Context: an optimization exercise on an open-source flow, tuned for small area. The choices shown serve that exercise and are no tape-out recipe.
No functional check of the RTL was part of any run shown here.
The clock cells of runs 3 to 6 come from the design's own scripts or RTL, not from TritonCTS.
No driver is modelled on the clock port, so clock power and skew are understated where the tree is cut down; a real chip needs a root buffer or a tree.
No activity file was given, so power comes from the tool's default toggle rates.

**flow/flow/run.sh**
```bash
#!/bin/bash
# Standard ORFS layout (the standard.sh), with small port buffers and a
# clock tree of small buffers without dummy loads. ORFS writes each tool's
# log under orfs/logs; make's own output goes to standard.log.
set -e
bash standard.sh BUFFER_PORTS_ARGS="-buffer_cell sky130_fd_sc_hd__buf_1" \
  CTS_ARGS="-sink_clustering_enable -repair_clock_nets -dont_use_dummy_load -buf_list sky130_fd_sc_hd__clkbuf_8 -sink_clustering_size 30" \
  finish > standard.log 2>&1
```
**flow/standard.sh**
```bash
#!/bin/bash
# synth_recipe.tcl (not shown) runs the flow's synth.tcl, then flattens the netlist and writes it again
# the make line also repeats each setting of config.mk as NAME=value (left out here)
make -C /OpenROAD-flow-scripts/flow DESIGN_CONFIG=/design/flow/config.mk WORK_HOME=/design/flow/orfs CLKGATE_MAP_FILE= SYNTH_SCRIPT=/design/flow/synth_recipe.tcl "${@:-finish}"
```
**flow/config.mk**
```make
export PLATFORM = sky130hd
export DESIGN_NAME = caa
export DESIGN_NICKNAME = caa
export VERILOG_FILES = /design/flow/design.v
export SDC_FILE = /design/flow/constraint.sdc
export NUM_CORES = 4
export LEC_CHECK = 0
export CAP_MARGIN = 20
export CORE_MARGIN = 2
export CORE_UTILIZATION = 40
export SLEW_MARGIN = 20
export SYNTH_HIERARCHICAL = 1
```
**flow/constraint.sdc**
```tcl
create_clock -name core_clock -period 5.0 [get_ports {clk}]
set_input_delay 1.0000 -clock core_clock [delete_from_list [all_inputs] [get_ports {clk}]]
set_output_delay 1.0000 -clock core_clock [all_outputs]
set_load 0.01 [all_outputs]
```
**flow/design.v**
```verilog
module caa_decode (
    input  wire        rst,
    input  wire        cmd_valid,
    input  wire [23:0] cmd,
    input  wire [1:0]  st_q,       
    input  wire [2:0]  err_q,
    input  wire [4:0]  cnt_q,
    input  wire [4:0]  cnt_p1,
    input  wire [4:0]  len_q,
    output wire        nrst,       
    output wire        fs,         
    output wire [2:0]  code,       
    output wire        do_start,
    output wire        do_begin,
    output wire        do_end,
    output wire        do_term,
    output wire        do_d1,      
    output wire        do_d2,      
    output wire        do_cs,      
    output wire        do_ld,      
    output wire        s_ahold,    
    output wire        s_chold,    
    output wire        s_ohold,    
    output wire        s_lhold,    
    output wire        s_nhold,    
    output wire [1:0]  st_d
);
    wire [3:0] op = cmd[23:20];
    wire rz = (cmd[19:16] == 4'h0);
    wire hz = (cmd[15:8] == 8'h00);
    wire lz = (cmd[7:0] == 8'h00);
    wire w_nop   = (op == 4'h0) & hz & lz;
    wire w_start = (op == 4'h1);
    wire w_begin = (op == 4'h2) & hz;
    wire w_data  = (op == 4'h3) & hz;
    wire w_end   = (op == 4'h4) & hz & lz;
    wire w_term  = (op == 4'h5) & hz & lz;
    wire w_data2 = (op == 4'h6);
    wire in_rec  = !st_q[1] & st_q[0];
    wire in_idle = !st_q[0];
    wire rem0 = (cnt_q == len_q);
    wire rem1 = (cnt_p1 == len_q);
    wire len_bad = (cmd[7:0] > 8'd24);
    wire g_start = w_start & !in_rec;
    wire g_begin = w_begin & in_idle & !len_bad;
    wire g_d1    = w_data & in_rec & !rem0;
    wire g_d2    = w_data2 & in_rec & !rem0 & !rem1;
    wire g_end   = w_end & in_rec & rem0;
    wire g_term  = w_term & in_idle;
    wire g_any   = w_nop | g_start | g_begin | g_d1 | g_d2 | g_end | g_term;
    wire e_seq = (w_start & in_rec) | ((w_begin | w_term) & !in_idle) |
                 ((w_data | w_data2 | w_end) & !in_rec);
    wire e_len = w_begin & in_idle & len_bad;
    wire e_ovr = in_rec & ((w_data & rem0) | (w_data2 & (rem0 | rem1)));
    wire e_und = w_end & in_rec & !rem0;
    wire legal = rz & (w_nop | w_start | w_begin | w_data | w_end | w_term | w_data2);
    assign code[0] = !legal | (rz & (e_len | e_und));
    assign code[1] = rz & (e_seq | e_len);
    assign code[2] = rz & (e_ovr | e_und);
    wire act = cmd_valid & !(|err_q) & !rst;
    wire ka  = act & rz;
    assign nrst     = !rst;
    assign fs       = act & !(rz & g_any);
    assign do_start = ka & g_start;
    assign do_begin = ka & g_begin;
    assign do_end   = ka & g_end;
    assign do_term  = ka & g_term;
    assign do_d1    = ka & g_d1;
    assign do_d2    = ka & g_d2;
    assign do_cs    = ka & (g_begin | g_d1 | g_d2 | g_term);
    assign do_ld    = ka & (g_end | g_term);
    assign s_ahold = !rst & !(do_start | do_end);
    assign s_chold = !rst & !(do_start | do_cs);
    assign s_ohold = !rst & !do_ld;
    assign s_lhold = !rst & !(do_start | do_begin);
    assign s_nhold = !rst & !(do_start | do_begin | do_d1 | do_d2);
    wire ph_hold = !rst & !(do_start | do_begin | do_end | do_term);
    assign st_d[1] = do_ld | (st_q[1] & ph_hold);
    assign st_d[0] = do_begin | do_term | (st_q[0] & ph_hold);
endmodule
module caa_sel2 #(
    parameter W = 8
) (
    input  wire [W-1:0] a,
    input  wire         sa,
    input  wire [W-1:0] q,
    input  wire         sq,
    output wire [W-1:0] d
);
    assign d = (a & {W{sa}}) | (q & {W{sq}});
endmodule
module caa_sel3 #(
    parameter W = 8
) (
    input  wire [W-1:0] a,
    input  wire         sa,
    input  wire [W-1:0] b,
    input  wire         sb,
    input  wire [W-1:0] q,
    input  wire         sq,
    output wire [W-1:0] d
);
    assign d = (a & {W{sa}}) | (b & {W{sb}}) | (q & {W{sq}});
endmodule
module caa_sel3s (
    input  wire a,
    input  wire sa,
    input  wire b,
    input  wire sb,
    input  wire q,
    input  wire sq,
    input  wire nrst,
    output wire d
);
    assign d = (a & sa) | (b & sb) | (q & sq) | !nrst;
endmodule
module caa_add16 (
    input  wire [15:0] a,
    input  wire [4:0]  b,
    output wire [15:0] s
);
    wire [16:0] c;
    assign c[0] = 1'b0;
    genvar i;
    generate
        for (i = 0; i < 5; i = i + 1) begin : g_lo
            assign s[i]   = a[i] ^ b[i] ^ c[i];
            assign c[i+1] = (a[i] & b[i]) | (c[i] & (a[i] ^ b[i]));
        end
        for (i = 5; i < 16; i = i + 1) begin : g_hi
            assign s[i]   = a[i] ^ c[i];
            assign c[i+1] = a[i] & c[i];
        end
    endgenerate
endmodule
module caa_cntinc (
    input  wire [4:0] cnt,
    output wire [4:0] p1,
    output wire [4:0] p2
);
    assign p1 = cnt + 5'd1;
    assign p2 = cnt + 5'd2;
endmodule
module caa_csum_add (
    input  wire [7:0]  pa,
    input  wire [7:0]  pb,
    input  wire [7:0]  pc,
    input  wire [7:0]  hi,
    output wire [15:0] s
);
    wire [7:0] cs_s = pa ^ pb ^ pc;
    wire [7:0] cs_c = (pa & pb) | (pc & (pa ^ pb));
    wire [8:0] c;
    assign c[0] = 1'b0;
    assign s[0] = cs_s[0];
    assign c[1] = 1'b0;
    genvar i;
    generate
        for (i = 1; i < 8; i = i + 1) begin : g_lo
            assign s[i]   = cs_s[i] ^ cs_c[i-1] ^ c[i];
            assign c[i+1] = (cs_s[i] & cs_c[i-1]) | (c[i] & (cs_s[i] ^ cs_c[i-1]));
        end
    endgenerate
    wire [8:0] hc;
    wire [7:0] h1;
    assign hc[0] = cs_c[7];
    wire [7:0] ones;
    assign ones[0] = 1'b1;
    generate
        for (i = 0; i < 8; i = i + 1) begin : g_hi
            assign h1[i]   = hi[i] ^ hc[i];
            assign hc[i+1] = hi[i] & hc[i];
            if (i > 0) begin : g_ones
                assign ones[i] = ones[i-1] & h1[i-1];
            end
            assign s[8+i] = h1[i] ^ (ones[i] & c[8]);
        end
    endgenerate
endmodule
module caa_or3sel #(
    parameter W = 8
) (
    input  wire [W-1:0] c,
    input  wire [W-1:0] a,
    input  wire         sa,
    input  wire [W-1:0] b,
    input  wire         sb,
    output wire [W-1:0] d
);
    assign d = c | (a & {W{sa}}) | (b & {W{sb}});
endmodule
module caa (
    input  wire        clk,
    input  wire        rst,
    input  wire        cmd_valid,
    input  wire [23:0] cmd,
    output wire [15:0] cursor_o,
    output wire [15:0] csum_o,
    output wire [15:0] total_o,
    output wire [7:0]  rec_len_o,
    output wire [15:0] rec_addr_o,
    output wire [15:0] rec_csum_o,
    output wire        rec_valid_o,
    output wire [23:0] status_o,
    output wire        err_o,
    output wire [23:0] fcmd_o
);
    reg [15:0] addr_q;
    reg [15:0] csum_q;
    reg [4:0]  len_q;
    reg [4:0]  cnt_q;
    reg [1:0]  st_q;        
    reg [15:0] total_q;
    reg [4:0]  out_len_q;
    reg [15:0] out_addr_q;
    reg [15:0] out_csum_q;
    reg [2:0]  err_q;
    reg [23:0] fcmd_q;
    wire [4:0] cnt_p1, cnt_p2;
    caa_cntinc u_cnt (.cnt(cnt_q), .p1(cnt_p1), .p2(cnt_p2));
    wire nrst, fs, do_start, do_begin, do_end, do_term, do_d1, do_d2, do_cs, do_ld;
    wire s_ahold, s_chold, s_ohold, s_lhold, s_nhold;
    wire [2:0] code;
    wire [1:0] st_d;
    caa_decode u_dec (
        .rst(rst), .cmd_valid(cmd_valid), .cmd(cmd), .st_q(st_q),
        .err_q(err_q), .cnt_q(cnt_q), .cnt_p1(cnt_p1), .len_q(len_q),
        .nrst(nrst), .fs(fs), .code(code),
        .do_start(do_start), .do_begin(do_begin), .do_end(do_end),
        .do_term(do_term), .do_d1(do_d1), .do_d2(do_d2), .do_cs(do_cs),
        .do_ld(do_ld), .s_ahold(s_ahold), .s_chold(s_chold), .s_ohold(s_ohold),
        .s_lhold(s_lhold), .s_nhold(s_nhold), .st_d(st_d)
    );
    wire [15:0] addr_adv, total_adv;
    caa_add16 u_aadd (.a(addr_q),  .b(len_q), .s(addr_adv));
    caa_add16 u_tadd (.a(total_q), .b(len_q), .s(total_adv));
    wire [1:0] phase = {st_q[1] & st_q[0], !st_q[1] & st_q[0]};
    wire in_rec = phase[0];
    wire sel_t  = !in_rec & cmd[20];
    wire sel_a  = !in_rec & !cmd[20];
    wire [7:0] pa, pb;
    caa_sel3 #(8) u_pa (.a(csum_q[7:0]), .sa(in_rec), .b(total_q[7:0]), .sb(sel_t),
                        .q(addr_q[7:0]), .sq(sel_a), .d(pa));
    caa_or3sel #(8) u_pb (.c(cmd[15:8]), .a(total_q[15:8]), .sa(sel_t),
                          .b(addr_q[15:8]), .sb(sel_a), .d(pb));
    wire [15:0] sum;
    caa_csum_add u_sum (.pa(pa), .pb(pb), .pc(cmd[7:0]), .hi(csum_q[15:8] & {8{in_rec}}),
                        .s(sum));
    wire [15:0] addr_d, total_d, csum_d, out_addr_d, out_csum_d;
    wire [4:0]  len_d, cnt_d, out_len_d;
    wire [2:0]  err_d;
    wire [23:0] fcmd_d;
    caa_sel3 #(9) u_addr_lo (.a(cmd[8:0]), .sa(do_start), .b(addr_adv[8:0]), .sb(do_end),
                             .q(addr_q[8:0]), .sq(s_ahold), .d(addr_d[8:0]));
    caa_sel3s     u_addr_9  (.a(cmd[9]), .sa(do_start), .b(addr_adv[9]), .sb(do_end),
                             .q(addr_q[9]), .sq(s_ahold), .nrst(nrst), .d(addr_d[9]));
    caa_sel3 #(6) u_addr_hi (.a(cmd[15:10]), .sa(do_start), .b(addr_adv[15:10]), .sb(do_end),
                             .q(addr_q[15:10]), .sq(s_ahold), .d(addr_d[15:10]));
    caa_sel2 #(16) u_total (.a(total_adv), .sa(do_end), .q(total_q), .sq(s_ahold), .d(total_d));
    caa_sel2 #(16) u_csum  (.a(sum), .sa(do_cs), .q(csum_q), .sq(s_chold), .d(csum_d));
    caa_sel2 #(16) u_ocsum (.a(sum), .sa(do_ld), .q(out_csum_q), .sq(s_ohold), .d(out_csum_d));
    caa_sel3 #(16) u_oaddr (.a(addr_q), .sa(do_end), .b(total_q), .sb(do_term),
                            .q(out_addr_q), .sq(s_ohold), .d(out_addr_d));
    caa_sel2 #(5)  u_olen  (.a(len_q), .sa(do_end), .q(out_len_q), .sq(s_ohold), .d(out_len_d));
    caa_sel2 #(5)  u_len   (.a(cmd[4:0]), .sa(do_begin), .q(len_q), .sq(s_lhold), .d(len_d));
    caa_sel3 #(5)  u_cntd  (.a(cnt_p1), .sa(do_d1), .b(cnt_p2), .sb(do_d2),
                            .q(cnt_q), .sq(s_nhold), .d(cnt_d));
    caa_sel2 #(3)  u_err   (.a(code), .sa(fs), .q(err_q), .sq(nrst), .d(err_d));
    caa_sel2 #(24) u_fcmd  (.a(cmd), .sa(fs), .q(fcmd_q), .sq(nrst), .d(fcmd_d));
    always @(posedge clk) begin
        addr_q      <= addr_d;
        total_q     <= total_d;
        csum_q      <= csum_d;
        len_q       <= len_d;
        cnt_q       <= cnt_d;
        st_q        <= st_d;
        out_len_q   <= out_len_d;
        out_addr_q  <= out_addr_d;
        out_csum_q  <= out_csum_d;
        err_q       <= err_d;
        fcmd_q      <= fcmd_d;
    end
    wire halted = |err_q;
    assign cursor_o    = addr_q;
    assign csum_o      = csum_q;
    assign total_o     = total_q;
    assign rec_len_o   = {3'b000, out_len_q};
    assign rec_addr_o  = out_addr_q;
    assign rec_csum_o  = out_csum_q;
    assign rec_valid_o = st_q[1];
    assign err_o       = halted;
    assign fcmd_o      = fcmd_q;
    assign status_o    = {3'b000, len_q, 3'b000, cnt_q, 1'b1, err_q, halted,
                          st_q[1], phase};
endmodule
```
==> results of run 1 <==
-- metrics by stage --
stage | hold slack (ns) | setup TNS, ns | area, um2 | total power (W)
floorplan | 0.505 | 0 | 6280 | 0.00120
global placement | 0.444 | -2.51 | 6890 | 0.00127
detailed placement | 0.454 | -4.66 | 6890 | 0.00127
CTS | 0.470 | 0 | 7130 | 0.00190
global route | 0.488 | 0 | 7140 | 0.00197
finish | 0.468 | 0 | 7140 | 0.00189
-- Yosys stat by module, one instance, submodules excluded, excerpt --
module	flops+latches	cells inside
caa_add16	0	16
caa_decode	0	105
caa_sel3s	0	3
caa_csum_add	0	49
caa_cntinc	0	13
caa	124	153
-- path summary, 6_finish.rpt --
check,to,start,slack [ns]
worst max-delay path,out_csum_q[15],cmd[20],0.22
worst min-delay path,out_addr_q[11],out_addr_q[11],0.47
worst max register to register,addr_q[15],addr_q[0],0.26
worst min register to register,out_addr_q[11],out_addr_q[11],0.47
-- Yosys cell counts, drive strengths merged (10+ instances only) --
master / number / area (um2)
dfxtp: 124 / 2480
a22o: 85 / 772
inv: 59 / 221
a222oi: 44 / 440
buf: 40 / 397
ha: 33 / 413
fa: 22 / 440
nor2: 13 / 48.8
xor2: 13 / 114
nand2: 12 / 45.0
xnor2: 12 / 105
nand3: 11 / 70.1
and2: 10 / 62.6
-- routing by layer --
metal / global-route usage, % / vias up
met5: 0 / -
met4: 7.86 / 0
met3: 4.49 / 21
met2: 32.6 / 209
met1: 30.5 / 2593
li1: - / 2422
-- report_power, final --
group,switching (W),total [W],internal [W]
Combinational,0.000131,0.000212,0.0000807
Sequential,0.0000192,0.00104,0.00102
Clock,0.000339,0.000637,0.000298
Total,0.000489,0.00189,0.00140
-- area by class of cell --
cell class                 instances  area (um2)
timing repair buffer             177         751
clock buffer                      17         234
tap                              188         235
multi-input combinational        342        3210
sequential                       124        2480
inverter                          59         221
fill                            1448        8060
-- timing repair --
action                                  in CTS  in global routing
hold buffers                                 0                  0
endpoints found under the setup margin       0                  5
resized for setup                            0                  1
-- worst min-delay path, delay by kind of cell (launching register included) --
kind                   cells  cell delay (ns)
AOI/OAI and AO/OA          1             0.06
DFF                        1             0.33
buffers and inverters      1             0.05
-- cell usage in the layout, fill, tap and decap left out, types with 10 or more instances in the layout --
master / n
buf_1: 154
a22o_2: 22
inv_1: 58
fa_1: 16
dfxtp_1: 124
nor2_1: 10
buf_4: 23
a22o_1: 63
nand2_1: 12
ha_1: 32
conb_1: 10
xnor2_1: 12
and2_1: 10
a222oi_1: 44
xor2_1: 13
clkbuf_8: 17
-- sequential cells by signal (all words and copies together), names as in the netlist, 3 cells and up --
signal,flops
total_q,16
fcmd_q,24
err_q,3
out_len_q,5
addr_q,16
out_csum_q,16
csum_q,16
len_q,5
cnt_q,5
out_addr_q,16
-- logic make-up (layout without fill, tap and decap cells) --
logic type      count (synthesis)  after routing  share of synthesized area, %
other cells                     2             10                         0.120
xor+xnor                       25             25                          3.51
simple gates                   88             88                          8.65
compound gates                164            164                          23.9
fa+ha+maj                      55             55                          13.7
flops                         124            124                          39.8
buf+inv                       104            253                          10.3
==> impl_metrics.env, run 1 <==
export IMPL_status="timing/DRC/antenna clean"
export IMPL_die_width_um=129
export IMPL_io_pins=165
export IMPL_antenna_found_initial=0
export IMPL_path_buf_inv=2
export IMPL_ys_seq_area_share_pct=39.8
export IMPL_drive_gt1_share_pct=12.4
export IMPL_start_util_pct=41.0
export IMPL_fin_cells=907
export IMPL_synth_cell_types=60
export IMPL_clkLatencyLatePin_ns=0.45
export IMPL_min_path_type="reg2reg"
export IMPL_fin_crit_ns=4.78
export IMPL_postSynthRegisterBits=124
export IMPL_critical_path_class="in2reg"
export IMPL_cp_cell_sequence="buf_1, nor2_1, a221o_1, fa_1, ha_2, fa_2, fa_2, fa_2, fa_2, fa_2, inv_2, fa_2, and4b_1, nand3_2, xnor2_1, a22o_2"
export IMPL_ir_drop_mv=0.140
export IMPL_cts_tree="done"
export IMPL_cp_slowest_cell="fa_1"
export IMPL_die_area_mm2=0.0166
export IMPL_clockBufferDepth=2
export IMPL_post_place_ws_ns=-0.350
export IMPL_vias_per_cell=5.78
export IMPL_track_usage_pct=21.6
export IMPL_path_depth=16
export IMPL_p_leak_nw=3.25
export IMPL_ff2ff_path_depth=18
export IMPL_cts_setup_buffers=0
export IMPL_wl_met3_um=1150
export IMPL_nNetsFinal=803
export IMPL_cts_htree_levels=4
export IMPL_yosys_warnings=7
export IMPL_antennaDiodeCount=0
export IMPL_async_reset_ff_share_pct=0
export IMPL_numCtsBuffers=17
export IMPL_ant_nets=0
export IMPL_rows=45
export IMPL_highest_layer="met4"
export IMPL_dpl_cell_count=890
export IMPL_grt_max_degree=54
export IMPL_setup_viol=0
export IMPL_rsz0062_at_grt="no"
export IMPL_worstMarginPinSlew_ns=1.02
export IMPL_endpoint_kind="register"
export IMPL_hpwl_um=13300
export IMPL_gp_congestion=0.903
export IMPL_synth_edff_count=0
export IMPL_drt_total_wl_um=18000
export IMPL_cts_root_buf="clkbuf_8"
export IMPL_drt_iter0_drc=564
export IMPL_post_drt_wl_per_cell_um=19.9
export IMPL_syn_area_mm2=0.00623
export IMPL_max_cap_violations=0
export IMPL_slowest_delay_ns=0.44
export IMPL_p_per_area_mw_per_mm2=264
export IMPL_portBuffers=154
export IMPL_cp_start_kind="input port"
export IMPL_drcViolationCount=0
export IMPL_wl_met1_um=8390
export IMPL_arrival_ns=5.11
export IMPL_fp_dieH_um=129
export IMPL_finalWorstSetupSlack_ns=0.223
export IMPL_whs_path_depth=2
export IMPL_coreArea_mm2=0.0152
export IMPL_synth_main_ff_cell="dfxtp_1"
export IMPL_max_freq_mhz=209
export IMPL_via_count=5245
export IMPL_slew_headroom_pct=32.1
export IMPL_path_clk_slew_ns=0.07
export IMPL_area_delta_synth_final_pct=14.5
export IMPL_gr_total_overflow=0
export IMPL_clock_skew_ns=0.0275
export IMPL_cp_common_cell="fa_2"
export IMPL_dr_pass1_iters=8
export IMPL_crit_family="adder cells"
export IMPL_finalHoldViolCount=0
export IMPL_syn_inst=562
export IMPL_crit_fanout=6
export IMPL_clock_sinks=124
export IMPL_post_route_period_util_pct=95.5
export IMPL_cp_required_ns=5.34
export IMPL_grt_pass1_vias=4898
export IMPL_grt_pass1_wl_um=27400
export IMPL_drv_slew=0
export IMPL_post_route_util_pct=47.0
export IMPL_synth_area_per_cell_um2=11.1
export IMPL_route_met2_wl_um=8220
==> run 2, diff against run 1 <==
--- a/flow/config.mk
+++ b/flow/config.mk
@@ -7,6 +7,6 @@
 export LEC_CHECK = 0
 export CAP_MARGIN = 20
 export CORE_MARGIN = 2
-export CORE_UTILIZATION = 40
+export CORE_UTILIZATION = 65
 export SLEW_MARGIN = 20
 export SYNTH_HIERARCHICAL = 1
==> impl_metrics.env, run 2 <==
export IMPL_layout_common_cells="154 x buf_1, 124 x dfxtp_1, 63 x a22o_1"
export IMPL_vias_per_cell=6.30
export IMPL_layout_commonest_cell="buf_1"
export IMPL_drt_iter0_drc=529
export IMPL_reg2reg_to="csum_q[15]"
export IMPL_synth_compound_area_share_pct=23.9
export IMPL_syn_inst=562
export IMPL_ant_nets=0
export IMPL_synth_top_cell_by_area="dfxtp_1"
export IMPL_synth_top_family_by_area="compound AO/OA/AOI/OAI gates"
export IMPL_io_pins=165
export IMPL_slew_headroom_pct=38.0
export IMPL_ff2ff_path_depth=17
export IMPL_status="timing/DRC/antenna clean"
export IMPL_max_freq_mhz=206
export IMPL_cp_required_ns=5.31
export IMPL_die_area_mm2=0.0104
export IMPL_regArea_mm2=0.00248
export IMPL_regMostFlops="fcmd_q"
export IMPL_antenna_found_initial=0
export IMPL_cp_common_cell="fa_2"
export IMPL_clkLatencyLatePin_ns=0.43
export IMPL_synth_top_area_share_pct=39.8
export IMPL_postSynthRegisterBits=124
export IMPL_coreArea_mm2=0.00928
export IMPL_ys_top_cells_by_area="dfxtp_1 40%, a22o_1 8.9%, a222oi_1 7.1%, fa_1 7.1%, ha_1 6.6%"
export IMPL_gr_total_overflow=0
export IMPL_whs_path_depth=2
export IMPL_drv_slew=0
export IMPL_min_path_type="reg2reg"
export IMPL_grt_pass1_vias=4913
export IMPL_yosys_warnings=7
export IMPL_r2r_start="st_q[1]"
export IMPL_fill_cells=686
export IMPL_start_util_pct=67.1
export IMPL_crit_fanout=6
export IMPL_placed_area_mm2=0.00682
export IMPL_via_count=5346
export IMPL_grt_util_met3_pct=7.46
export IMPL_syn_area_mm2=0.00623
export IMPL_post_place_ws_ns=-0.392
export IMPL_post_drt_wl_per_cell_um=19.6
export IMPL_ys_seq_area_share_pct=39.8
export IMPL_synth_xor_area_share_pct=3.51
export IMPL_nNetsFinal=803
export IMPL_cts_htree_levels=4
export IMPL_synth_main_ff_cell="dfxtp_1"
export IMPL_fin_crit_ns=4.86
export IMPL_yosysMostFrequentCell="dfxtp_1"
export IMPL_clock_sinks=124
export IMPL_path_clk_slew_ns=0.06
export IMPL_synth_cell_types=60
export IMPL_synth_simple_gate_area_share_pct=8.65
export IMPL_r2r_setup_slack_ns=0.23
export IMPL_die_width_um=102
export IMPL_portBuffers=154
export IMPL_worstMarginPinSlew_ns=0.929
export IMPL_cp_slowest_cell="fa_1"
export IMPL_top_usage_layer="met2"
export IMPL_cp_cell_sequence="buf_1, nor2_2, a221o_1, fa_1, ha_2, fa_2, fa_2, fa_2, fa_2, fa_2, inv_2, fa_2, and4b_1, nand3_2, xnor2_1, a22o_2"
export IMPL_synthAdderAreaFrac_pct=13.7
export IMPL_async_reset_ff_share_pct=0
export IMPL_largest_reg_flops=24
export IMPL_met1_usage_pct=46.3
export IMPL_post_route_period_util_pct=97.1
export IMPL_synth_mux_area_fraction_pct=0
export IMPL_grt_pass1_wl_um=26000
export IMPL_finalHoldViolCount=0
export IMPL_gp_congestion=0.988
export IMPL_finalWorstSetupSlack_ns=0.143
export IMPL_p_leak_nw=3.26
export IMPL_arrival_ns=5.17
export IMPL_cp_start_kind="input port"
export IMPL_ir_drop_mv=0.213
export IMPL_synth_area_per_cell_um2=11.1
export IMPL_clock_skew_ns=0.0248
export IMPL_min_from="out_addr_q[10]"
export IMPL_drt_total_wl_um=16600
export IMPL_min_to="out_addr_q[10]"
export IMPL_numCtsBuffers=17
export IMPL_cts_tree="done"
export IMPL_fp_dieH_um=102
export IMPL_use_met2_pct=49.5
export IMPL_drive_gt1_share_pct=12.7
export IMPL_slowest_delay_ns=0.49
export IMPL_dr_pass1_iters=9
export IMPL_grt_max_degree=54
export IMPL_rows=35
export IMPL_synth_edff_count=0
export IMPL_endpoint_kind="register"
export IMPL_multiInputGateArea_mm2=0.00322
export IMPL_clockBufferDepth=2
export IMPL_antennaDiodeCount=0
export IMPL_drcViolationCount=0
export IMPL_finish_instance_area_mm2=0.00707
export IMPL_area_delta_synth_final_pct=13.5
export IMPL_track_usage_pct=32.3
export IMPL_setup_viol=0
export IMPL_critical_path_class="in2reg"
export IMPL_yosys_top_cells_count="124 x dfxtp_1, 63 x a22o_1, 59 x inv_1, 44 x a222oi_1, 33 x ha_1"
export IMPL_hpwl_um=12000
export IMPL_rsz0062_at_grt="no"
export IMPL_cts_root_buf="clkbuf_8"
export IMPL_max_cap_violations=0
export IMPL_hold_buffers=0
export IMPL_p_per_area_mw_per_mm2=267
-- run 2: cell counts after synthesis --
Identical to the previous run, type by type.
-- run 2: layout make-up --
class	count	share of cell area, %
clock buffer	17	3.31
multi-input combinational	342	45.6
sequential	124	35.1
tap	129	2.28
timing repair buffer	177	10.6
inverter	59	3.13
-- run 2: metrics by stage --
step / hold slack [ns] / std cells / power, W / utilization, % / setup TNS (ns)
2_1_floorplan: 0.505 / 570 / 0.00120 / - / 0
3_3_place_gp: 0.443 / 831 / 0.00126 / 73.5 / -2.34
3_5_place_dp: 0.452 / 831 / 0.00127 / 73.5 / -5.25
4_1_cts: 0.468 / 848 / 0.00189 / 76.0 / 0
5_1_grt: 0.487 / 848 / 0.00196 / 76.2 / 0
6_report: 0.463 / 848 / 0.00189 / 76.2 / 0
-- run 2: per-module statistics from Yosys (local to each module, per instance), excerpt --
module	cell area, um2	flip-flops and latches	cells inside
caa_cntinc	97.6	0	13
caa_sel3s	16.3	0	3
caa	2690	124	153
caa_add16	226	0	16
caa_csum_add	562	0	49
caa_decode	683	0	105
-- run 2: routing by layer --
layer	up-vias	part of all wire [%]
met5	-	0
met4	0	1.3
met3	23	8.5
met2	287	46
met1	2618	45
li1	2418	-
-- run 2: power breakdown --
part           internal [W]  switching [W]  total (W)  leakage [nW]
combinational     0.0000828       0.000132   0.000215          2.13
sequential          0.00102      0.0000187    0.00104          1.01
clock              0.000299       0.000340   0.000639         0.122
total               0.00140       0.000491    0.00189          3.26
-- run 2: kinds of logic (layout without fill, tap and decap cells) --
group | Yosys count | count (layout)
simple gates | 88 | 88
compound gates | 164 | 164
flops | 124 | 124
xor+xnor | 25 | 25
buf+inv | 104 | 253
fa+ha+maj | 55 | 55
other cells | 2 | 10
-- run 2: worst max path at each step --
| stage | end | startpoint |
|---|---|---|
| after detailed placement | csum_q[15] | cmd[20] |
| after global routing | csum_q[15] | cmd[20] |
| after global placement | out_csum_q[15] | cmd[20] |
| final | csum_q[15] | cmd[20] |
| after CTS | csum_q[15] | cmd[20] |
| after floorplan | csum_q[15] | cmd[20] |
-- run 2: what timing repair did --
action,in CTS,in global routing
setup endpoints to repair,0,13
resized for setup,0,3
setup buffers,0,0
-- run 2: critical path, delay by kind of cell --
kind                     cells  cell delay, ns
adder cells (fa/ha/maj)      8            2.67
AO/OA/AOI/OAI                2            0.64
buffers and inverters        2            0.26
XOR/XNOR                     1            0.09
AND/OR/NAND/NOR              3            0.51
==> run 3, diff against run 2 <==
==> flow/flow/run.sh (replaced) <==
#!/bin/bash
# The standard ORFS layout (standard.sh) with two changes: small port
# buffers (buf_1) and, in place of TritonCTS, the two-level clock tree of
# flow/cts_pre.tcl. ORFS writes each tool's log under orfs/logs; make's own
# output goes to standard.log.
set -e
bash standard.sh BUFFER_PORTS_ARGS="-buffer_cell sky130_fd_sc_hd__buf_1" \
  PRE_CTS_TCL="$PWD/flow/cts_pre.tcl" CTS_CLK_NET=clk CTS_K=4 \
  CTS_LEAF_BUF=sky130_fd_sc_hd__clkbuf_16 CTS_ROOT_BUF="" \
  finish > standard.log 2>&1
==> flow/flow/cts_pre.tcl (new file) <==
# Replaces TritonCTS with a two-level clock tree: the flip-flops are split by
# position into CTS_K groups (recursive median cuts), each driven by one
# CTS_LEAF_BUF placed at its group's centroid; the leaf buffers are driven by
# the clock port, or by one CTS_ROOT_BUF when CTS_ROOT_BUF is set.
proc my_split { items k } {
  # items: list of {iterm x y}; split into k groups by alternating median cuts
  if { $k <= 1 || [llength $items] <= 1 } { return [list $items] }
  set xs [lmap it $items {lindex $it 1}]
  set ys [lmap it $items {lindex $it 2}]
  set w [expr {[tcl::mathfunc::max {*}$xs] - [tcl::mathfunc::min {*}$xs]}]
  set h [expr {[tcl::mathfunc::max {*}$ys] - [tcl::mathfunc::min {*}$ys]}]
  set idx [expr {$w >= $h ? 1 : 2}]
  set sorted [lsort -integer -index $idx $items]
  set k1 [expr {$k / 2}]
  set k2 [expr {$k - $k1}]
  set n1 [expr {int(round([llength $sorted] * double($k1) / $k))}]
  set a [lrange $sorted 0 [expr {$n1 - 1}]]
  set b [lrange $sorted $n1 end]
  return [concat [my_split $a $k1] [my_split $b $k2]]
}

proc clock_tree_synthesis { args } {
  set db [ord::get_db]
  set block [ord::get_db_block]
  set clk_net [$block findNet $::env(CTS_CLK_NET)]
  set k $::env(CTS_K)
  set leaf_master [$db findMaster $::env(CTS_LEAF_BUF)]
  set items {}
  foreach it [$clk_net getITerms] {
    set inst [$it getInst]
    set bb [$inst getBBox]
    set x [expr {([$bb xMin] + [$bb xMax]) / 2}]
    set y [expr {([$bb yMin] + [$bb yMax]) / 2}]
    lappend items [list $it $x $y]
  }
  puts "my_cts: [llength $items] sinks, $k groups of $::env(CTS_LEAF_BUF)"
  set drv_net $clk_net
  if { [info exists ::env(CTS_ROOT_BUF)] && $::env(CTS_ROOT_BUF) ne "" } {
    set root [odb::dbInst_create $block [$db findMaster $::env(CTS_ROOT_BUF)] clkbuf_root]
    set root_net [odb::dbNet_create $block clknet_root]
    $root_net setSigType CLOCK
    [$root findITerm A] connect $clk_net
    [$root findITerm X] connect $root_net
    set drv_net $root_net
    set rx 0; set ry 0
  }
  set groups [my_split $items $k]
  set i 0
  set cxs {}; set cys {}
  foreach g $groups {
    set buf [odb::dbInst_create $block $leaf_master clkbuf_leaf_$i]
    set net [odb::dbNet_create $block clknet_leaf_$i]
    $net setSigType CLOCK
    set sx 0; set sy 0
    foreach it $g {
      set iterm [lindex $it 0]
      $iterm disconnect
      $iterm connect $net
      incr sx [lindex $it 1]; incr sy [lindex $it 2]
    }
    set cx [expr {$sx / [llength $g]}]
    set cy [expr {$sy / [llength $g]}]
    lappend cxs $cx; lappend cys $cy
    [$buf findITerm A] connect $drv_net
    [$buf findITerm X] connect $net
    $buf setLocation $cx $cy
    $buf setPlacementStatus PLACED
    puts "my_cts: leaf $i drives [llength $g] sinks at ($cx, $cy)"
    incr i
  }
  if { $drv_net ne $clk_net } {
    set n [llength $cxs]
    set rx [expr {int([tcl::mathop::+ {*}$cxs] / $n)}]
    set ry [expr {int([tcl::mathop::+ {*}$cys] / $n)}]
    $root setLocation $rx $ry
    $root setPlacementStatus PLACED
  }
  set_propagated_clock [all_clocks]
}
--- a/flow/config.mk
+++ b/flow/config.mk
@@ -7,6 +7,6 @@
 export LEC_CHECK = 0
 export CAP_MARGIN = 20
 export CORE_MARGIN = 2
-export CORE_UTILIZATION = 65
+export CORE_UTILIZATION = 40
 export SLEW_MARGIN = 20
 export SYNTH_HIERARCHICAL = 1
==> impl_metrics.env, run 3 <==
export IMPL_async_reset_ff_share_pct=0
export IMPL_yosysMostFrequentCell="dfxtp_1"
export IMPL_syn_inst=562
export IMPL_synth_area_per_cell_um2=11.1
export IMPL_worstMarginPinSlew_ns=1.01
export IMPL_max_freq_mhz=206
export IMPL_path_clk_slew_ns=0.11
export IMPL_cp_common_cell="fa_2"
export IMPL_regMostFlops="fcmd_q"
export IMPL_synth_simple_gate_area_share_pct=8.65
export IMPL_fin_cells=894
export IMPL_die_width_um=129
export IMPL_setup_viol=0
export IMPL_synth_cell_types=60
export IMPL_synth_compound_area_share_pct=23.9
export IMPL_postSynthRegisterBits=124
export IMPL_track_usage_pct=20.1
export IMPL_post_drt_wl_per_cell_um=19.8
export IMPL_min_path_type="reg2reg"
export IMPL_fin_crit_ns=4.86
export IMPL_dr_pass1_iters=6
export IMPL_coreArea_mm2=0.0152
export IMPL_fill_cells=1443
export IMPL_max_cap_violations=0
export IMPL_p_switching_w=0.000402
export IMPL_drive_gt1_share_pct=11.9
export IMPL_syn_area_mm2=0.00623
export IMPL_io_pins=165
export IMPL_rsz0062_at_grt="yes"
export IMPL_power_frac_comb_pct=12.9
export IMPL_die_area_mm2=0.0166
export IMPL_synth_top_cell_by_area="dfxtp_1"
export IMPL_finalHoldViolCount=0
export IMPL_ys_top_cells_by_area="dfxtp_1 40%, a22o_1 8.9%, a222oi_1 7.1%, fa_1 7.1%, ha_1 6.6%"
export IMPL_clkLatencyLatePin_ns=0.18
export IMPL_start_util_pct=41.0
export IMPL_crit_fanout=6
export IMPL_synth_mux_area_fraction_pct=0
export IMPL_cp_slowest_cell="fa_1"
export IMPL_path_buf_inv=2
export IMPL_crit_family="adder cells"
export IMPL_ir_drop_mv=0.182
export IMPL_p_leak_nw=3.20
export IMPL_yosys_top_cells_count="124 x dfxtp_1, 63 x a22o_1, 59 x inv_1, 44 x a222oi_1, 33 x ha_1"
export IMPL_cp_start_kind="input port"
export IMPL_arrival_ns=4.93
export IMPL_slowest_delay_ns=0.47
export IMPL_slew_headroom_pct=32.3
export IMPL_drcViolationCount=0
export IMPL_multiInputGateArea_mm2=0.00325
export IMPL_portBuffers=154
export IMPL_ant_nets=0
export IMPL_antenna_found_initial=0
export IMPL_yosys_warnings=7
export IMPL_antennaDiodeCount=0
export IMPL_drt_iter0_drc=620
export IMPL_gp_congestion=0.903
export IMPL_grt_pass1_vias=4815
export IMPL_post_route_util_pct=46.4
export IMPL_clock_skew_ns=0.0122
export IMPL_drt_total_wl_um=17700
export IMPL_rows=45
export IMPL_power_share_clock_pct=24.3
export IMPL_gr_total_overflow=0
export IMPL_via_count=5180
export IMPL_status="timing/DRC/antenna clean"
export IMPL_synth_top_area_share_pct=39.8
export IMPL_cts_setup_buffers=0
export IMPL_synth_edff_count=0
export IMPL_switching_share_pct=24.3
export IMPL_synthAdderAreaFrac_pct=13.7
export IMPL_ys_seq_area_share_pct=39.8
export IMPL_dpl_cell_count=890
export IMPL_drv_slew=0
export IMPL_pwr_share_seq_pct=62.8
export IMPL_layout_commonest_cell="buf_1"
export IMPL_fp_dieH_um=129
export IMPL_cp_cell_sequence="buf_8, nor2b_4, a221o_1, fa_1, ha_2, fa_2, fa_2, fa_2, fa_2, fa_2, inv_2, fa_2, and4b_4, nand3_2, xnor2_1, a22o_2"
export IMPL_critical_path_class="in2reg"
export IMPL_p_per_area_mw_per_mm2=234
export IMPL_regArea_mm2=0.00248
export IMPL_cp_required_ns=5.07
export IMPL_area_delta_synth_final_pct=13.2
export IMPL_nNetsFinal=790
export IMPL_vias_per_cell=5.79
export IMPL_synth_main_ff_cell="dfxtp_1"
export IMPL_synth_top_family_by_area="compound AO/OA/AOI/OAI gates"
export IMPL_p_int_w=0.00125
export IMPL_largest_reg_flops=24
export IMPL_hpwl_um=13300
export IMPL_endpoint_kind="register"
export IMPL_layout_common_cells="153 x buf_1, 124 x dfxtp_1, 63 x a22o_1"
export IMPL_grt_pass1_wl_um=27000
export IMPL_post_route_period_util_pct=97.1
export IMPL_grt_max_degree=54
export IMPL_synth_xor_area_share_pct=3.51
[run 3: cell families after synthesis]
group                      after synthesis
DFF                                    124
buffers and inverters                  104
adders and majority gates               55
xor gates and xnor gates                25
and+or+nand+nor                         88
AOI/OAI and AO/OA                      164
other                                    2
[run 3: worst paths after layout]
check | startpoint | end | slack (ns) | cells after the start
setup / recovery | cmd[20] | out_csum_q[15] | 0.14 | 16
hold reg to reg | out_addr_q[11] | out_addr_q[11] | 0.48 | 2
hold / removal | out_addr_q[11] | out_addr_q[11] | 0.48 | 2
setup reg to reg | addr_q[0] | addr_q[15] | 0.29 | 18
[run 3: Yosys stat by module, one instance, submodules excluded, a selection]
module | cells | flip-flops and latches | copies in the design
caa_sel3s | 3 | 0 | 1
caa_decode | 105 | 0 | 1
caa_add16 | 16 | 0 | 2
caa_cntinc | 13 | 0 | 1
caa | 153 | 124 | 1
caa_csum_add | 49 | 0 | 1
[run 3: repair_timing]
item / CTS / global route
endpoints found under the hold margin: 0 / 0
resized for setup: 5 / 9
hold buffers: 0 / 0
pin swaps: 1 / 2
setup endpoints to repair: 16 / 12
[run 3: layout make-up]
type | count | share of cell area, %
buffer | 4 | 1.42
inverter | 59 | 3.14
sequential | 124 | 35.2
multi-input combinational | 342 | 46.1
tap | 188 | 3.33
timing repair buffer | 177 | 10.8
[run 3: metrics by stage]
stage / setup slack (ns) / cell area [um2] / power, W / hold slack, ns / TNS [ns]
after floorplan: 0.000279 / 6280 / 0.00120 / 0.505 / 0
after global routing: -0.0261 / 7050 / 0.00172 / 0.504 / -0.0438
final: 0.145 / 7050 / 0.00165 / 0.481 / 0
after detailed placement: -0.350 / 6890 / 0.00127 / 0.454 / -4.66
after CTS: 0.0564 / 7010 / 0.00166 / 0.484 / 0
after global placement: -0.222 / 6890 / 0.00127 / 0.444 / -2.51
[run 3: routing by layer]
layer / vias up / track usage [%] / routed length [um]
met3: 19 / 1.66 / 1070
met2: 208 / 32.2 / 8070
li1: 2393 / - / -
met1: 2560 / 30.4 / 8270
met4: 0 / 2.94 / 281
met5: - / 0 / 0
[run 3: worst register-to-register path: stages (launching register included)]
cell	delay [ns]
dfxtp_1	0.40
ha_1	0.24
fa_1	0.37
fa_1	0.41
fa_1	0.40
fa_1	0.41
ha_1	0.21
ha_1	0.18
ha_1	0.20
ha_1	0.19
ha_1	0.18
ha_1	0.19
ha_1	0.19
ha_1	0.19
ha_1	0.18
ha_1	0.18
xor2_1	0.16
a222oi_1	0.27
inv_1	0.08
[run 3: power groups by stage]
stage / Combinational (W) / Sequential [W] / Clock (W)
CTS: 0.000212 / 0.00104 / 0.000412
detailed placement: 0.000211 / 0.00106 / 0
floorplan: 0.000124 / 0.00107 / 0
global route: 0.000235 / 0.00104 / 0.000447
global placement: 0.000208 / 0.00106 / 0
finish: 0.000213 / 0.00104 / 0.000401
==> run 4, diff against run 3 <==
--- a/flow/flow/run.sh
+++ b/flow/flow/run.sh
@@ -6,5 +6,5 @@
 set -e
 bash standard.sh BUFFER_PORTS_ARGS="-buffer_cell sky130_fd_sc_hd__buf_1" \
   PRE_CTS_TCL="$PWD/flow/cts_pre.tcl" CTS_CLK_NET=clk CTS_K=4 \
-  CTS_LEAF_BUF=sky130_fd_sc_hd__clkbuf_16 CTS_ROOT_BUF="" \
+  CTS_LEAF_BUF=sky130_fd_sc_hd__clkbuf_16 CTS_ROOT_BUF="sky130_fd_sc_hd__clkbuf_8" \
   finish > standard.log 2>&1
==> impl_metrics.env, run 4 <==
export IMPL_r2r_setup_slack_ns=0.29
export IMPL_power_share_clock_pct=26.8
export IMPL_hpwl_um=13300
export IMPL_post_route_period_util_pct=96.5
export IMPL_p_per_area_mw_per_mm2=243
export IMPL_regMostFlops="fcmd_q"
export IMPL_ant_nets=0
export IMPL_synth_top_family_by_area="compound AO/OA/AOI/OAI gates"
export IMPL_r2r_start="addr_q[0]"
export IMPL_min_from="out_addr_q[5]"
export IMPL_area_delta_synth_final_pct=12.6
export IMPL_worstMarginPinSlew_ns=0.999
export IMPL_die_width_um=129
export IMPL_max_freq_mhz=207
export IMPL_largest_reg_flops=24
export IMPL_yosys_warnings=7
export IMPL_fill_cells=1447
export IMPL_io_pins=165
export IMPL_whs_path_depth=2
export IMPL_drt_total_wl_um=17600
export IMPL_drive_gt1_share_pct=10.9
export IMPL_antennaDiodeCount=0
export IMPL_drt_iter0_drc=585
export IMPL_finalHoldViolCount=0
export IMPL_ys_top_cells_by_area="dfxtp_1 40%, a22o_1 8.9%, a222oi_1 7.1%, fa_1 7.1%, ha_1 6.6%"
export IMPL_dpl_cell_count=890
export IMPL_slew_headroom_pct=33.3
export IMPL_track_usage_pct=20.1
export IMPL_fin_crit_ns=4.82
export IMPL_path_clk_slew_ns=0.11
export IMPL_synth_compound_area_share_pct=23.9
export IMPL_ir_drop_mv=0.180
export IMPL_crit_fanout=6
export IMPL_start_util_pct=41.0
export IMPL_yosys_top_cells_count="124 x dfxtp_1, 63 x a22o_1, 59 x inv_1, 44 x a222oi_1, 33 x ha_1"
export IMPL_post_drt_wl_per_cell_um=19.7
export IMPL_synth_top_cell_by_area="dfxtp_1"
export IMPL_postSynthRegisterBits=124
export IMPL_clkLatencyLatePin_ns=0.39
export IMPL_dr_pass1_iters=6
export IMPL_coreArea_mm2=0.0152
export IMPL_p_leak_nw=3.19
export IMPL_synth_mux_area_fraction_pct=0
export IMPL_power_frac_comb_pct=12.4
export IMPL_rows=45
export IMPL_regArea_mm2=0.00248
export IMPL_arrival_ns=5.11
export IMPL_syn_area_mm2=0.00623
export IMPL_via_count=5194
export IMPL_yosysMostFrequentCell="dfxtp_1"
export IMPL_p_int_w=0.00126
export IMPL_async_reset_ff_share_pct=0
export IMPL_hold_buffers=0
export IMPL_p_switching_w=0.000442
export IMPL_synth_edff_count=0
export IMPL_synth_area_per_cell_um2=11.1
export IMPL_multiInputGateArea_mm2=0.00321
export IMPL_fp_dieH_um=129
export IMPL_setup_viol=0
export IMPL_vias_per_cell=5.80
export IMPL_grt_pass1_wl_um=27000
export IMPL_gr_total_overflow=0
export IMPL_nNetsFinal=791
export IMPL_die_area_mm2=0.0166
export IMPL_gp_congestion=0.903
export IMPL_cp_start_kind="input port"
export IMPL_endpoint_kind="register"
export IMPL_ys_seq_area_share_pct=39.8
export IMPL_fin_cells=895
export IMPL_switching_share_pct=25.9
export IMPL_synthAdderAreaFrac_pct=13.7
export IMPL_fin_tns_setup_ns=0
export IMPL_synth_main_ff_cell="dfxtp_1"
export IMPL_post_route_util_pct=46.2
export IMPL_layout_commonest_cell="buf_1"
export IMPL_max_cap_violations=0
export IMPL_grt_max_degree=54
export IMPL_drcViolationCount=0
export IMPL_synth_cell_types=60
export IMPL_drv_slew=0
export IMPL_rsz0062_at_grt="no"
export IMPL_ff2ff_path_depth=18
export IMPL_clock_skew_ns=0.0126
export IMPL_syn_inst=562
export IMPL_grt_pass1_vias=4797
export IMPL_synth_xor_area_share_pct=3.51
export IMPL_min_to="out_addr_q[5]"
export IMPL_critical_path_class="in2reg"
export IMPL_synth_top_area_share_pct=39.8
export IMPL_layout_common_cells="154 x buf_1, 124 x dfxtp_1, 63 x a22o_1"
export IMPL_antenna_found_initial=0
export IMPL_status="timing/DRC/antenna clean"
export IMPL_portBuffers=154
export IMPL_min_path_type="reg2reg"
export IMPL_cp_required_ns=5.29
export IMPL_pwr_share_seq_pct=60.8
export IMPL_synth_simple_gate_area_share_pct=8.65
export IMPL_reg2reg_to="addr_q[15]"
run 4: cell counts after synthesis:
Identical to the previous run, type by type.
run 4: cells by family after synthesis:
family                     count (synthesis)
AOI/OAI and AO/OA                        164
adders and majority gates                 55
DFF                                      124
xor gates and xnor gates                  25
other                                      2
and+or+nand+nor                           88
buffers and inverters                    104
run 4: Yosys stat by module (local to each module, per instance), excerpt:
module,cells inside,flops+latches,copies in the design
caa_decode,105,0,1
caa_add16,16,0,2
caa_cntinc,13,0,1
caa,153,124,1
caa_sel3s,3,0,1
caa_csum_add,49,0,1
run 4: layer usage:
metal  up-vias  routed length (um)  global-route usage, %
met2       223                8020                   32.2
li1       2395                   -                      -
met4         0                 246                   2.62
met5         -                   0                      0
met1      2554                8100                   30.4
met3        22                1250                   1.79
run 4: worst max-delay path, cell delays in order:
cell     delay [ns]
buf_1          0.13
nor2_1         0.38
a221o_1        0.25
fa_1           0.43
ha_2           0.21
fa_2           0.34
fa_2           0.34
fa_2           0.35
fa_2           0.34
fa_2           0.34
inv_2          0.07
fa_2           0.20
and4b_1        0.28
nand3_2        0.11
xnor2_1        0.09
a22o_2         0.26
run 4: what timing repair did:
action,CTS,global route
setup buffers,0,0
endpoints found under the setup margin,0,10
resized for setup,0,1
run 4: area by class of cell:
| cell class | instances | area share [%] |
|---|---|---|
| multi-input combinational | 342 | 45.8 |
| tap | 188 | 3.35 |
| timing repair buffer | 177 | 10.7 |
| inverter | 59 | 3.16 |
| buffer | 5 | 1.62 |
| sequential | 124 | 35.4 |
run 4: stage by stage:
stage | worst slack (ns) | area, um2 | hold WS [ns] | power, W
final | 0.175 | 7020 | 0.482 | 0.00171
after global routing | 0.00296 | 7020 | 0.504 | 0.00178
after CTS | 0.0758 | 7010 | 0.484 | 0.00172
after detailed placement | -0.350 | 6890 | 0.454 | 0.00127
after global placement | -0.222 | 6890 | 0.444 | 0.00127
after floorplan | 0.000279 | 6280 | 0.505 | 0.00120
run 4: worst max path at each step:
stage | startpoint | cells past startpoint | end | slack [ns]
final | cmd[20] | 16 | out_csum_q[15] | 0.18
after global routing | cmd[20] | 16 | out_csum_q[15] | 0.003
after CTS | cmd[20] | 16 | out_csum_q[15] | 0.08
after detailed placement | cmd[20] | 16 | out_csum_q[15] | -0.35
after global placement | cmd[20] | 16 | out_csum_q[15] | -0.22
after floorplan | cmd[20] | 18 | csum_q[15] | 0.0003
run 4: power by group through the flow:
stage               Clock [W]  Combinational [W]  Sequential (W)
global placement            0           0.000208         0.00106
detailed placement          0           0.000211         0.00106
CTS                  0.000473           0.000211         0.00104
finish               0.000457           0.000212         0.00104
floorplan                   0           0.000124         0.00107
global route         0.000505           0.000233         0.00104
==> run 5, diff against run 4 <==
--- a/flow/config.mk
+++ b/flow/config.mk
@@ -7,6 +7,6 @@
 export LEC_CHECK = 0
 export CAP_MARGIN = 20
 export CORE_MARGIN = 2
-export CORE_UTILIZATION = 40
+export CORE_UTILIZATION = 60
 export SLEW_MARGIN = 20
 export SYNTH_HIERARCHICAL = 1
==> impl_metrics.env, run 5 <==
export IMPL_status="timing/DRC/antenna clean"
export IMPL_post_drt_wl_per_cell_um=19.4
export IMPL_drcViolationCount=0
export IMPL_gp_congestion=0.948
export IMPL_whs_path_depth=2
export IMPL_largest_reg_flops=24
export IMPL_hold_buffers=0
export IMPL_critical_path_class="in2reg"
export IMPL_fill_cells=838
export IMPL_finalHoldViolCount=0
export IMPL_endpoint_kind="register"
export IMPL_syn_inst=562
export IMPL_antennaDiodeCount=0
export IMPL_rsz0062_at_grt="no"
export IMPL_clkLatencyLatePin_ns=0.39
export IMPL_power_frac_comb_pct=12.4
export IMPL_grt_pass1_vias=4819
export IMPL_layout_commonest_cell="buf_1"
export IMPL_crit_fanout=6
export IMPL_layout_common_cells="154 x buf_1, 124 x dfxtp_1, 63 x a22o_1"
export IMPL_drive_gt1_share_pct=10.8
export IMPL_async_reset_ff_share_pct=0
export IMPL_yosys_top_cells_count="124 x dfxtp_1, 63 x a22o_1, 59 x inv_1, 44 x a222oi_1, 33 x ha_1"
export IMPL_gr_total_overflow=0
export IMPL_synth_edff_count=0
export IMPL_post_place_ws_ns=-0.318
export IMPL_dr_pass1_iters=9
export IMPL_io_pins=165
export IMPL_drv_slew=0
export IMPL_power_share_clock_pct=26.7
export IMPL_die_area_mm2=0.0112
export IMPL_regMostFlops="fcmd_q"
export IMPL_syn_area_mm2=0.00623
export IMPL_coreArea_mm2=0.0102
export IMPL_clock_skew_ns=0.0176
export IMPL_start_util_pct=61.2
export IMPL_p_switching_w=0.000437
export IMPL_pwr_share_seq_pct=61.0
export IMPL_ys_top_cells_by_area="dfxtp_1 40%, a22o_1 8.9%, a222oi_1 7.1%, fa_1 7.1%, ha_1 6.6%"
export IMPL_cts_resized_gates=0
export IMPL_synth_main_ff_cell="dfxtp_1"
export IMPL_yosys_warnings=7
export IMPL_finalWorstSetupSlack_ns=0.134
export IMPL_worstMarginPinSlew_ns=0.979
export IMPL_track_usage_pct=28.0
export IMPL_ir_drop_mv=0.227
export IMPL_path_clk_slew_ns=0.12
export IMPL_hpwl_um=12100
export IMPL_drt_iter0_drc=456
export IMPL_portBuffers=154
export IMPL_antenna_found_initial=0
export IMPL_p_leak_nw=3.18
export IMPL_fin_cells=842
export IMPL_p_per_area_mw_per_mm2=245
export IMPL_via_count=5210
export IMPL_cp_start_kind="input port"
export IMPL_ff2ff_path_depth=17
export IMPL_yosysMostFrequentCell="dfxtp_1"
export IMPL_synth_area_per_cell_um2=11.1
export IMPL_max_freq_mhz=206
export IMPL_multiInputGateArea_mm2=0.00321
export IMPL_postSynthRegisterBits=124
export IMPL_grt_max_degree=54
export IMPL_ant_nets=0
export IMPL_synth_top_cell_by_area="dfxtp_1"
export IMPL_regArea_mm2=0.00248
export IMPL_arrival_ns=5.14
export IMPL_area_delta_synth_final_pct=11.4
export IMPL_drt_total_wl_um=16300
export IMPL_min_path_type="reg2reg"
export IMPL_rows=37
export IMPL_dpl_cell_count=837
export IMPL_ys_seq_area_share_pct=39.8
export IMPL_p_int_w=0.00127
export IMPL_fin_crit_ns=4.87
export IMPL_cp_required_ns=5.28
export IMPL_switching_share_pct=25.7
export IMPL_nNetsFinal=790
export IMPL_cts_setup_buffers=0
export IMPL_grt_pass1_wl_um=25800
export IMPL_vias_per_cell=6.19
export IMPL_synth_top_area_share_pct=39.8
export IMPL_synth_cell_types=60
export IMPL_max_cap_violations=0
export IMPL_finalPower_w=0.00170
export IMPL_slew_headroom_pct=34.1
export IMPL_post_route_period_util_pct=97.3
export IMPL_setup_viol=0
export IMPL_fp_dieH_um=106
export IMPL_die_width_um=106
## run 5: layer usage
metal	global-route usage [%]	routed length (um)
met1	41.8	7380
met2	44.7	7400
met3	2.82	1220
met4	4.98	314
met5	0	0
## run 5: path summary, 6_finish.rpt
check,from,to,slack (ns)
max reg2reg,st_q[1],out_csum_q[15],0.22
max,cmd[20],out_csum_q[15],0.13
min reg2reg,out_addr_q[8],out_addr_q[8],0.48
min,out_addr_q[8],out_addr_q[8],0.48
## run 5: cell type report
class                      count  area share, %
sequential                   124           35.7
tap                          136           2.45
inverter                      59           3.19
timing repair buffer         176           10.7
buffer                         5           1.64
multi-input combinational    342           46.3
## run 5: cell families after synthesis
family,after synthesis,synth area share [%]
compound gates,164,23.9
flops,124,39.8
buf+inv,104,10.3
simple gates,88,8.65
fa+ha+maj,55,13.7
xor+xnor,25,3.51
other cells,2,0.120
## run 5: critical path, cell delays in order
cell      delay, ns
buf_1          0.12
nor2b_2        0.21
a222oi_1       0.30
inv_1          0.10
fa_1           0.46
ha_2           0.21
fa_2           0.33
fa_2           0.35
fa_2           0.35
fa_2           0.35
fa_2           0.34
inv_2          0.07
fa_2           0.21
and4b_1        0.27
nand3_2        0.11
xnor2_1        0.09
a22o_2         0.26
## run 5: Yosys stat by module, one instance, submodules excluded, excerpt
| module | flops+latches | copies in the design | cell area [um2] | cells inside |
|---|---|---|---|---|
| caa | 124 | 1 | 2690 | 153 |
| caa_decode | 0 | 1 | 683 | 105 |
| caa_csum_add | 0 | 1 | 562 | 49 |
| caa_add16 | 0 | 2 | 226 | 16 |
| caa_cntinc | 0 | 1 | 97.6 | 13 |
| caa_sel3s | 0 | 1 | 16.3 | 3 |
## run 5: per-stage QoR
stage | util, % | hold slack [ns] | cell area (um2) | setup TNS [ns]
2_1_floorplan | - | 0.505 | 6280 | 0
3_3_place_gp | 67.0 | 0.444 | 6820 | -2.58
3_5_place_dp | 67.0 | 0.449 | 6820 | -4.22
4_1_cts | 68.1 | 0.482 | 6940 | 0
5_1_grt | 68.2 | 0.495 | 6950 | 0
6_report | 68.2 | 0.479 | 6950 | 0
## run 5: power by group through the flow
stage,registers (W),clock network (W),logic [W]
4_1_cts,0.00104,0.000466,0.000208
6_report,0.00104,0.000454,0.000210
2_1_floorplan,0.00107,0,0.000124
3_5_place_dp,0.00106,0,0.000208
3_3_place_gp,0.00106,0,0.000203
5_1_grt,0.00104,0.000494,0.000227
==> run 6, diff against run 5 <==
--- a/flow/flow/run.sh
+++ b/flow/flow/run.sh
@@ -5,6 +5,6 @@
 # output goes to standard.log.
 set -e
 bash standard.sh BUFFER_PORTS_ARGS="-buffer_cell sky130_fd_sc_hd__buf_1" \
-  PRE_CTS_TCL="$PWD/flow/cts_pre.tcl" CTS_CLK_NET=clk CTS_K=4 \
-  CTS_LEAF_BUF=sky130_fd_sc_hd__clkbuf_16 CTS_ROOT_BUF="sky130_fd_sc_hd__clkbuf_8" \
+  PRE_CTS_TCL="$PWD/flow/cts_pre.tcl" CTS_CLK_NET=clk CTS_K=6 \
+  CTS_LEAF_BUF=sky130_fd_sc_hd__clkbuf_16 CTS_ROOT_BUF="sky130_fd_sc_hd__clkbuf_16" \
   finish > standard.log 2>&1
--- a/flow/config.mk
+++ b/flow/config.mk
@@ -7,6 +7,6 @@
 export LEC_CHECK = 0
 export CAP_MARGIN = 20
 export CORE_MARGIN = 2
-export CORE_UTILIZATION = 60
+export CORE_UTILIZATION = 40
 export SLEW_MARGIN = 20
 export SYNTH_HIERARCHICAL = 1
==> impl_metrics.env, run 6 <==
export IMPL_crit_fanout=6
export IMPL_via_count=5209
export IMPL_fp_dieH_um=129
export IMPL_r2r_start="addr_q[0]"
export IMPL_whs_path_depth=2
export IMPL_synth_cell_types=60
export IMPL_area_delta_synth_final_pct=13.7
export IMPL_yosys_top_cells_count="124 x dfxtp_1, 63 x a22o_1, 59 x inv_1, 44 x a222oi_1, 33 x ha_1"
export IMPL_track_usage_pct=20.3
export IMPL_io_pins=165
export IMPL_largest_reg_flops=24
export IMPL_finalPower_w=0.00181
export IMPL_finalHoldViolCount=0
export IMPL_status="timing/DRC/antenna clean"
export IMPL_p_leak_nw=3.22
export IMPL_layout_commonest_cell="buf_1"
export IMPL_post_drt_wl_per_cell_um=19.9
export IMPL_die_area_mm2=0.0166
export IMPL_endpoint_kind="register"
export IMPL_yosys_warnings=7
export IMPL_synth_top_cell_by_area="dfxtp_1"
export IMPL_async_reset_ff_share_pct=0
export IMPL_post_route_period_util_pct=95.8
export IMPL_min_from="out_addr_q[0]"
export IMPL_worstMarginPinSlew_ns=1.05
export IMPL_nNetsFinal=793
export IMPL_regMostFlops="fcmd_q"
export IMPL_r2r_setup_slack_ns=0.28
export IMPL_die_width_um=129
export IMPL_p_per_area_mw_per_mm2=256
export IMPL_dpl_cell_count=890
export IMPL_vias_per_cell=5.81
export IMPL_fin_tns_setup_ns=0
export IMPL_dr_pass1_iters=9
export IMPL_arrival_ns=5.03
export IMPL_critical_path_class="in2reg"
export IMPL_setup_viol=0
export IMPL_drive_gt1_share_pct=11.6
export IMPL_cp_required_ns=5.24
export IMPL_layout_common_cells="153 x buf_1, 124 x dfxtp_1, 63 x a22o_1"
export IMPL_post_route_util_pct=46.6
export IMPL_gr_total_overflow=0
export IMPL_portBuffers=154
export IMPL_clock_skew_ns=0.0125
export IMPL_ys_seq_area_share_pct=39.8
export IMPL_fin_crit_ns=4.79
export IMPL_min_path_type="reg2reg"
export IMPL_hold_buffers=0
export IMPL_fin_cells=897
export IMPL_path_clk_slew_ns=0.08
export IMPL_ys_top_cells_by_area="dfxtp_1 40%, a22o_1 8.9%, a222oi_1 7.1%, fa_1 7.1%, ha_1 6.6%"
export IMPL_synth_main_ff_cell="dfxtp_1"
export IMPL_drv_slew=0
export IMPL_drt_iter0_drc=643
export IMPL_syn_area_mm2=0.00623
export IMPL_drcViolationCount=0
export IMPL_clkLatencyLatePin_ns=0.35
export IMPL_ff2ff_path_depth=18
export IMPL_ant_nets=0
export IMPL_ir_drop_mv=0.156
export IMPL_yosysMostFrequentCell="dfxtp_1"
export IMPL_reg2reg_to="addr_q[15]"
export IMPL_antennaDiodeCount=0
export IMPL_postSynthRegisterBits=124
export IMPL_syn_inst=562
export IMPL_synth_top_area_share_pct=39.8
export IMPL_hpwl_um=13300
export IMPL_antenna_found_initial=0
export IMPL_drt_total_wl_um=17800
export IMPL_grt_max_degree=54
export IMPL_timing_hold_ws_ns=0.475
export IMPL_min_to="out_addr_q[0]"
export IMPL_max_freq_mhz=209
export IMPL_start_util_pct=41.0
export IMPL_rsz0062_at_grt="no"
export IMPL_grt_pass1_vias=4806
export IMPL_grt_pass1_wl_um=27200
export IMPL_synth_area_per_cell_um2=11.1
export IMPL_gp_congestion=0.903
export IMPL_cp_start_kind="input port"
export IMPL_synth_edff_count=0
export IMPL_max_cap_violations=0
export IMPL_coreArea_mm2=0.0152
export IMPL_slew_headroom_pct=30.0
export IMPL_rows=45
export IMPL_fill_cells=1444
==> run 6: cell types whose count changed in the layout (fill, tap and decap cells not counted) <==
cell | before | now
and4b_1 | 1 | 0
and4b_2 | 0 | 1
buf_1 | 154 | 153
buf_4 | 22 | 23
clkbuf_16 | 4 | 7
clkbuf_2 | 0 | 1
clkbuf_8 | 1 | 0
nor2_1 | 10 | 9
nor2_2 | 2 | 3
nor2b_2 | 1 | 0
nor2b_4 | 1 | 2
==> run 6: what timing repair did <==
action	4_1_cts	5_1_grt
buffers inserted	0	0
resized for setup	0	5
setup endpoints to repair	0	12
==> run 6: routing by layer <==
metal	share of wire (%)	up-vias	track usage [%]	wire (um)
met5	0	-	0	0
met4	1.6	0	2.94	284
met3	7.8	21	1.95	1390
met2	45	242	32.7	8110
met1	45	2542	30.2	8040
li1	-	2404	-	-
==> run 6: worst max-delay path, stage by stage <==
cell	delay, ns
clkbuf_2	0.13
nor2b_4	0.16
a222oi_1	0.30
inv_1	0.09
fa_1	0.45
ha_2	0.21
fa_2	0.34
fa_2	0.34
fa_2	0.35
fa_2	0.34
fa_2	0.34
inv_2	0.07
fa_2	0.20
and4b_2	0.28
nand3_2	0.09
xnor2_1	0.08
a22o_2	0.26
==> run 6: worst max-delay path by stage <==
stage | slack, ns | to | startpoint | depth (start not counted)
2_1_floorplan | 0.0003 | csum_q[15] | cmd[20] | 18
3_3_place_gp | -0.22 | out_csum_q[15] | cmd[20] | 16
3_5_place_dp | -0.35 | out_csum_q[15] | cmd[20] | 16
4_1_cts | 0.03 | out_csum_q[15] | cmd[20] | 16
5_1_grt | 0.02 | out_csum_q[15] | cmd[20] | 17
6_report | 0.21 | out_csum_q[15] | cmd[20] | 17
==> run 6: through the flow <==
stage,setup WS (ns),area [um2]
2_1_floorplan,0.000279,6280
3_3_place_gp,-0.222,6890
3_5_place_dp,-0.350,6890
4_1_cts,0.0283,7070
5_1_grt,0.0151,7090
6_report,0.208,7090
==> run 6: cells by family (layout without fill, tap and decap cells) <==
group / Yosys count / in the layout / share of synthesized area (%)
AOI/OAI and AO/OA: 164 / 164 / 23.9
xor gates and xnor gates: 25 / 25 / 3.51
buffers and inverters: 104 / 243 / 10.3
DFF: 124 / 124 / 39.8
other: 2 / 10 / 0.120
adders and majority gates: 55 / 55 / 13.7
and+or+nand+nor: 88 / 88 / 8.65
==> run 6: Yosys stat by module (local to each module, per instance), a selection <==
module,cells inside,area (um2)
caa,153,2690
caa_add16,16,226
caa_cntinc,13,97.6
caa_csum_add,49,562
caa_decode,105,683
caa_sel3s,3,16.3
==> run 6: layout make-up <==
class | instances | area [um2] | share of cell area (%)
Multi-Input combinational cell | 342 | 3220 | 45.5
Sequential cell | 124 | 2480 | 35.0
Timing Repair Buffer | 177 | 752 | 10.6
Tap cell | 188 | 235 | 3.32
Inverter | 59 | 221 | 3.12
Buffer | 7 | 175 | 2.47
==> run 6: where the power goes <==
| group | internal [W] | switching [W] | leakage [nW] |
|---|---|---|---|
| Clock | 0.000252 | 0.000313 | 0.0863 |
| Sequential | 0.00102 | 0.0000190 | 1.01 |
| Combinational | 0.0000812 | 0.000131 | 2.13 |
| Total | 0.00135 | 0.000463 | 3.22 |

==> static timing again, ports no longer ideal <==
The results above use ideal ports. As a check the final layouts listed here were re-extracted and re-timed, cells and wires unchanged.
Step 1: set_driving_cell puts a clkbuf_16 on clk and a buf_2 on each other input, an assumption about the parent block.
Step 2 moves the port delays by t, midway between the first and last clock arrival at a register: inputs arrive t later, outputs are due t later. That takes back most of the time a late clock gives input paths.
Three values: no drivers, after step 1, after step 2; two values: the first two.
run	t (ns)	setup slack, ns	worst hold slack (ns)	clock arrival spread, ns	pins driven straight from the clock port
run 1	0.468	0.223 / 0.238 / -0.230	0.468 / 0.468 / 0.468	0.027 / 0.028	1
run 2	0.447	0.143 / 0.144 / -0.302	0.463 / 0.463 / 0.463	0.024 / 0.025	1
run 3	0.259	0.145 / 0.192 / -0.067	0.481 / 0.481 / 0.481	0.013 / 0.012	4
run 4	0.419	0.175 / 0.188 / -0.232	0.482 / 0.482 / 0.482	0.013 / 0.013	1
run 5	0.414	0.134 / 0.148 / -0.266	0.479 / 0.479 / 0.479	0.018 / 0.018	1
run 6	0.383	0.208 / 0.224 / -0.159	0.475 / 0.475 / 0.475	0.013 / 0.012	1
With both steps, setup timing fails in every run listed, where it was met with ideal ports. The setup slack of run 1, which loses most, moves by +0.015 ns with the drivers and by -0.453 ns with both steps.
